This design comes from an exercise in tuning for small area, a short achievable clock period and few clock cycles on the open sky130 flow, not from production work.
The RTL was checked by simulation tests, not by an equivalence proof against the original design.

==> wip/lagoon: inputs <==
## xxtea_core
module xxtea_core (
    input  wire         clk,
    input  wire         rst,
    input  wire         start,
    input  wire         decrypt,
    input  wire [2:0]   nm1,
    input  wire [127:0] key,
    input  wire [255:0] din,
    output reg          done,
    output wire [255:0] dout
);
export LEC_CHECK = 0
export ABC_AREA = 1
export CAP_MARGIN = 20
export CORE_MARGIN = 2
export CORE_UTILIZATION = 40
export CTS_BUF_LIST = sky130_fd_sc_hd__clkbuf_4 sky130_fd_sc_hd__clkbuf_8
export SLEW_MARGIN = 20
create_clock -name core_clock -period 12.0 [get_ports {clk}]
standard.sh (not shown) runs the stock make flow with config.mk's settings and CLKGATE_MAP_FILE= SYNTH_SCRIPT=/design/flow/synth_recipe.tcl, a recipe that flattens the netlist after the stock synthesis.
==> flow/flow/run.sh <==
#!/bin/bash
# The standard layout, with these changes to how it is made:
#  - ports are buffered with buf_1 instead of the 10 um2 delay buffer that
#    buffer_ports picks by default (every port still gets its buffer)
#  - timing repair up to clock-tree synthesis aims for 8 ns of setup slack
#    instead of 0, so the layout is optimised for speed; after it, repair
#    aims for 0 ns (the standard target), to spend no more area on
#    buffers after global routing.
#    The constraints (SDC) are unchanged.
# Each tool's output goes to standard_*.log (ORFS keeps per-step logs too).
export BUFFER_PORTS_ARGS="-buffer_cell sky130_fd_sc_hd__buf_1"
export SETUP_SLACK_MARGIN=8
bash standard.sh cts > standard_cts.log 2>&1
export SETUP_SLACK_MARGIN=0
bash standard.sh > standard_finish.log 2>&1
==> wip/raven (differences from wip/lagoon) <==
--- a/flow/design.v
+++ b/flow/design.v
@@ -48,25 +48,26 @@
     reg         dec;
     reg  [2:0]  n;       
     reg  [2:0]  p;       
     reg  [5:0]  rnd;     
     reg  [31:0] sum;
     reg  [7:0]  zsel;    
-    reg         nle1;    
-    reg  [31:0] zr;      
     reg         n0;      
+    reg  [3:0]  ksel;    
     wire [31:0] cur = w[0];
     wire [31:0] yv  = w[1];    
-    wire [31:0] z = zr;
-    reg  [31:0] wm1;     
-    reg  [31:0] kw;      
+    reg  [31:0] z;
+    reg  [31:0] kw;
     integer i;
     always @(*) begin
-        wm1 = 32'd0;
+        z = 32'd0;
         for (i = 0; i < 8; i = i + 1)
-            wm1 = wm1 | (w[i] & {32{zsel[i]}});
+            z = z | (w[i] & {32{zsel[i]}});
+        kw = 32'd0;
+        for (i = 0; i < 4; i = i + 1)
+            kw = kw | (k[i] & {32{ksel[i]}});
     end
     function [31:0] pcarry;
         input [31:0] pp, gg;
         input        ci;
         reg   [31:0] g, p;
         integer i, j;
@@ -115,16 +116,14 @@
         end
     end
     wire [1:0] kidx = p_nx[1:0] ^ sum_nx[3:2];
     always @(posedge clk) begin
         p    <= p_nx;
         sum  <= sum_nx;
-        if (!busy && !rot)
-            kw <= key[95:64];
-        else
-            kw <= k[kidx];
+        for (i = 0; i < 4; i = i + 1)
+            ksel[i] <= (kidx == i);
         if (rst) begin
             busy <= 1'b0;
             rot  <= 1'b0;
             done <= 1'b0;
         end else begin
             done <= 1'b0;
@@ -148,52 +147,40 @@
                 for (i = 0; i < 4; i = i + 1)
                     k[i] <= key[32*i +: 32];
                 dec  <= decrypt;
                 n    <= nm1;
                 n0   <= (nm1 == 3'd0);
                 for (i = 0; i < 8; i = i + 1)
-                    zsel[i] <= (nm1 == i + 1) || (nm1 == 3'd0 && i == 0);
-                nle1 <= (nm1[2:1] == 2'd0);
+                    zsel[i] <= (nm1 == i);
                 rnd  <= rounds_for(nm1);
                 post <= 1'b0;
-                if (decrypt) rot  <= 1'b1;
+                if (decrypt && nm1 != 3'd0) rot  <= 1'b1;
                 else                        busy <= 1'b1;
             end
         end
     end
     always @(posedge clk) begin
-        if (!busy && !rot)
-            zr <= din[32*nm1 +: 32];
-        else if (busy && (turn_left || nle1))
-            zr <= v_new;
-        else
-            zr <= wm1;
-    end
-    reg  [7:0]  ge_n;    
-    reg  [7:0]  take_new;
-    reg  [31:0] other [0:7];
-    always @(*) begin
-        for (i = 0; i < 8; i = i + 1) begin
-            if (turn_left)
-                take_new[i] = busy && ge_n[i];
-            else
-                take_new[i] = busy && (i == 1 || (i == 0 && n0));
-            if (!busy && !rot)
-                other[i] = (i == 1 && nm1 == 3'd0) ? din[31:0] : din[32*i +: 32];
-            else if (busy && turn_left)
-                other[i] = w[(i+1)%8];
-            else
-                other[i] = (i == 0) ? z : w[(i+7)%8];
+        if (!busy && !rot) begin
+            for (i = 0; i < 8; i = i + 1)
+                w[i] <= din[32*i +: 32];
+            if (nm1 == 3'd0) w[1] <= din[31:0];
+        end else if (rot) begin
+            w[0] <= z;
+            w[1] <= w[0];
+            for (i = 2; i < 8; i = i + 1)
+                w[i] <= w[i-1];
+        end else if (turn_left) begin
+            for (i = 0; i < 7; i = i + 1)
+                w[i] <= (i >= n) ? v_new : w[i+1];
+            w[7] <= v_new;
+        end else begin
+            w[0] <= n0 ? v_new : z;
+            w[1] <= v_new;
+            for (i = 2; i < 8; i = i + 1)
+                w[i] <= w[i-1];
         end
-    end
-    always @(posedge clk) begin
-        if (!busy && !rot && start)
-            for (i = 0; i < 8; i = i + 1)
-                ge_n[i] <= (i >= nm1);
-        for (i = 0; i < 8; i = i + 1)
-            w[i] <= take_new[i] ? v_new : other[i];
     end
     genvar g;
     generate
         for (g = 0; g < 8; g = g + 1) begin : g_dout
             assign dout[32*g +: 32] = w[g];
         end
==> flow/flow/run.sh (replaced) <==
#!/bin/bash
# The standard layout, with two changes to how it is made:
#  - ports are buffered with buf_1 instead of the 10 um2 delay buffer that
#    buffer_ports picks by default (every port still gets its buffer)
#  - timing repair aims for 7 ns of setup slack instead of 0, so the layout
#    is optimised for speed; the constraints (SDC) are unchanged
# Each tool's output goes to standard.log (ORFS keeps per-step logs too).
export BUFFER_PORTS_ARGS="-buffer_cell sky130_fd_sc_hd__buf_1"
export SETUP_SLACK_MARGIN=7
bash standard.sh > standard.log 2>&1
==> wip/delta (differences from wip/lagoon) <==
--- a/flow/design.v
+++ b/flow/design.v
@@ -48,55 +48,50 @@
     reg         dec;
     reg  [2:0]  n;       
     reg  [2:0]  p;       
     reg  [5:0]  rnd;     
     reg  [31:0] sum;
     reg  [7:0]  zsel;    
-    reg         nle1;    
-    reg  [31:0] zr;      
     reg         n0;      
+    reg  [3:0]  ksel;    
     wire [31:0] cur = w[0];
-    wire [31:0] yv  = w[1];    
-    wire [31:0] z = zr;
-    reg  [31:0] wm1;     
-    reg  [31:0] kw;      
+    wire [31:0] yv  = n0 ? w[0] : w[1];
+    reg  [31:0] z;
+    reg  [31:0] kw;
     integer i;
     always @(*) begin
-        wm1 = 32'd0;
+        z = 32'd0;
         for (i = 0; i < 8; i = i + 1)
-            wm1 = wm1 | (w[i] & {32{zsel[i]}});
+            z = z | (w[i] & {32{zsel[i]}});
+        kw = 32'd0;
+        for (i = 0; i < 4; i = i + 1)
+            kw = kw | (k[i] & {32{ksel[i]}});
     end
-    function [31:0] pcarry;
-        input [31:0] pp, gg;
+    function [31:0] fadd;
+        input [31:0] a, b;
         input        ci;
-        reg   [31:0] g, p;
+        reg   [31:0] g, p, x;
         integer i, j;
         begin
-            g = gg;
-            p = pp;
+            x = a ^ b;
+            g = a & b;
+            p = x;
             g[0] = g[0] | (p[0] & ci);
             for (i = 1; i < 32; i = i * 2)
                 for (j = 0; j < 32; j = j + 1)
                     if ((j / i) % 2 == 1) begin
                         g[j] = g[j] | (p[j] & g[(j/i)*i-1]);
                         p[j] = p[j] & p[(j/i)*i-1];
                     end
-            pcarry = {g[30:0], ci};
+            fadd = x ^ {g[30:0], ci};
         end
     endfunction
-    wire [31:0] a_p = ((z >> 5) ^ (z << 4)) ^ ((yv << 2) ^ (yv >> 3));
-    wire [31:0] a_g = ((z >> 5) ^ (yv << 2)) & ((yv >> 3) ^ (z << 4));
-    wire [31:0] a_s = a_p ^ pcarry(a_p, a_g, 1'b0);
-    wire [31:0] b_p = (sum ^ kw ^ yv) ^ z;
-    wire [31:0] b_g = (sum ^ yv) & (kw ^ z);
-    wire [31:0] b_s = b_p ^ pcarry(b_p, b_g, 1'b0);
-    wire [31:0] mx  = a_s ^ b_s;
+    wire [31:0] mx = fadd(((z >> 5) ^ (yv << 2)), ((yv >> 3) ^ (z << 4)), 1'b0)
+                   ^ fadd((sum ^ yv), (kw ^ z), 1'b0);
     wire [31:0] dmask = {32{dec}};
-    wire [31:0] f_p   = (cur ^ dmask) ^ mx;
-    wire [31:0] f_g   = cur & (mx ^ dmask);
-    wire [31:0] v_new = f_p ^ pcarry(f_p, f_g, dec);
+    wire [31:0] v_new = fadd(cur, mx ^ dmask, dec);
     wire last_in_round = dec ? (p == 3'd0) : (p == n);
     wire last_update   = last_in_round && (rnd == 6'd1);
     wire turn_left     = !dec || last_update;
     reg  [2:0]  p_nx;
     reg  [31:0] sum_nx;
     always @(*) begin
@@ -115,16 +110,14 @@
         end
     end
     wire [1:0] kidx = p_nx[1:0] ^ sum_nx[3:2];
     always @(posedge clk) begin
         p    <= p_nx;
         sum  <= sum_nx;
-        if (!busy && !rot)
-            kw <= key[95:64];
-        else
-            kw <= k[kidx];
+        for (i = 0; i < 4; i = i + 1)
+            ksel[i] <= (kidx == i);
         if (rst) begin
             busy <= 1'b0;
             rot  <= 1'b0;
             done <= 1'b0;
         end else begin
             done <= 1'b0;
@@ -148,52 +141,39 @@
                 for (i = 0; i < 4; i = i + 1)
                     k[i] <= key[32*i +: 32];
                 dec  <= decrypt;
                 n    <= nm1;
                 n0   <= (nm1 == 3'd0);
                 for (i = 0; i < 8; i = i + 1)
-                    zsel[i] <= (nm1 == i + 1) || (nm1 == 3'd0 && i == 0);
-                nle1 <= (nm1[2:1] == 2'd0);
+                    zsel[i] <= (nm1 == i);
                 rnd  <= rounds_for(nm1);
                 post <= 1'b0;
-                if (decrypt) rot  <= 1'b1;
+                if (decrypt && nm1 != 3'd0) rot  <= 1'b1;
                 else                        busy <= 1'b1;
             end
         end
     end
     always @(posedge clk) begin
-        if (!busy && !rot)
-            zr <= din[32*nm1 +: 32];
-        else if (busy && (turn_left || nle1))
-            zr <= v_new;
-        else
-            zr <= wm1;
-    end
-    reg  [7:0]  ge_n;    
-    reg  [7:0]  take_new;
-    reg  [31:0] other [0:7];
-    always @(*) begin
-        for (i = 0; i < 8; i = i + 1) begin
-            if (turn_left)
-                take_new[i] = busy && ge_n[i];
-            else
-                take_new[i] = busy && (i == 1 || (i == 0 && n0));
-            if (!busy && !rot)
-                other[i] = (i == 1 && nm1 == 3'd0) ? din[31:0] : din[32*i +: 32];
-            else if (busy && turn_left)
-                other[i] = w[(i+1)%8];
-            else
-                other[i] = (i == 0) ? z : w[(i+7)%8];
+        if (!busy && !rot) begin
+            for (i = 0; i < 8; i = i + 1)
+                w[i] <= din[32*i +: 32];
+        end else if (rot) begin
+            w[0] <= z;
+            w[1] <= w[0];
+            for (i = 2; i < 8; i = i + 1)
+                w[i] <= w[i-1];
+        end else if (turn_left) begin
+            for (i = 0; i < 7; i = i + 1)
+                w[i] <= (i >= n) ? v_new : w[i+1];
+            w[7] <= v_new;
+        end else begin
+            w[0] <= n0 ? v_new : z;
+            w[1] <= v_new;
+            for (i = 2; i < 8; i = i + 1)
+                w[i] <= w[i-1];
         end
-    end
-    always @(posedge clk) begin
-        if (!busy && !rot && start)
-            for (i = 0; i < 8; i = i + 1)
-                ge_n[i] <= (i >= nm1);
-        for (i = 0; i < 8; i = i + 1)
-            w[i] <= take_new[i] ? v_new : other[i];
     end
     genvar g;
     generate
         for (g = 0; g < 8; g = g + 1) begin : g_dout
             assign dout[32*g +: 32] = w[g];
         end
==> flow/flow/run.sh (replaced) <==
#!/bin/bash
# The standard layout, with two changes to how it is made:
#  - ports are buffered with buf_1 instead of the 10 um2 delay buffer that
#    buffer_ports picks by default (every port still gets its buffer)
#  - timing repair aims for 7 ns of setup slack instead of 0, so the layout
#    is optimised for speed; the constraints (SDC) are unchanged
# Each tool's output goes to standard.log (ORFS keeps per-step logs too).
export BUFFER_PORTS_ARGS="-buffer_cell sky130_fd_sc_hd__buf_1"
export SETUP_SLACK_MARGIN=7
bash standard.sh > standard.log 2>&1
==> flow_summary.json <==
{
  "fmax_ghz": 0.196,
  "seq_share": 0.258,
  "status": "timing/DRC/antenna clean",
  "hp-start": "post",
  "antenna_found_initial": 10,
  "post-cts-setup-buffers": 36,
  "pre_cts_ws_ns": 5.99,
  "buf_share": 0.110
}
[end of results for wip/raven]
==> flow_summary.json <==
{
  "hp-start": "post",
  "largest_reg_flops": 256,
  "gp_congestion": 0.997,
  "buf_share": 0.130,
  "post-cts-setup-buffers": 117,
  "seq_share": 0.271,
  "antenna_found_initial": 7,
  "fmax_ghz": 0.176,
  "multi_input_area_mm2": 0.0192,
  "yosys.area_share.simple": 0.181,
  "status": "timing/DRC/antenna clean"
}
[end of results for wip/delta]
==> flow_summary.json <==
{
  "dieWidth_um": 308,
  "seq_share": 0.279,
  "synthTopCellsByCount": "nand2_1 (1,532), o21ai_0 (546), inv_1 (468)",
  "post-cts-setup-buffers": 81,
  "pre_cts_ws_ns": 5.87,
  "drc": 0,
  "crit_type": "reg2reg",
  "fmax_ghz": 0.239,
  "antenna_found_initial": 15,
  "status": "timing/DRC/antenna clean",
  "buf_share": 0.0901,
  "viasPerCell": 5.84,
  "clock_skew_ns": 0.0794
}
[end of results for wip/lagoon]
Testbench counts of wip/lagoon, summed over its fixed seeds: cycles 40,436.
Testbench counts of wip/raven, summed over its fixed seeds: cycles 40,404.
Testbench counts of wip/delta, summed over its fixed seeds: cycles 40,404.

-- separate check: timing with driven ports --
The results above use ideal ports. As a check the final layouts listed here were re-extracted and re-timed, cells and wires unchanged.
Step 1 sets driving cells, clkbuf_16 on the clock port and buf_2 on the other inputs (assumed; they add their load-dependent delay and slew).
Step 2 times the ports against the registers' clock, not the clock port: input delays grow and output delays shrink by t, the midpoint of the rising clock arrivals with the driver on.
Three values: ideal ports, drivers, drivers and shift; two values: the first two.
| run | t (ns) | setup slack, ns | hold slack, ns | worst setup path at the end |
|---|---|---|---|---|
| wip/lagoon | 0.841 | 7.818 / 7.818 / 7.070 | 0.510 / 0.510 / 0.510 | input to register |
| wip/raven | 0.758 | 6.905 / 6.905 / 6.651 | 0.475 / 0.475 / 0.475 | input to register |
| wip/delta | 0.764 | 6.333 / 6.333 / 6.333 | 0.501 / 0.501 / 0.501 | register to register |
After both steps every run listed still meets setup and hold. The setup slack of wip/lagoon, which loses most, moves by 0.000 ns with the drivers and by -0.748 ns with both steps.
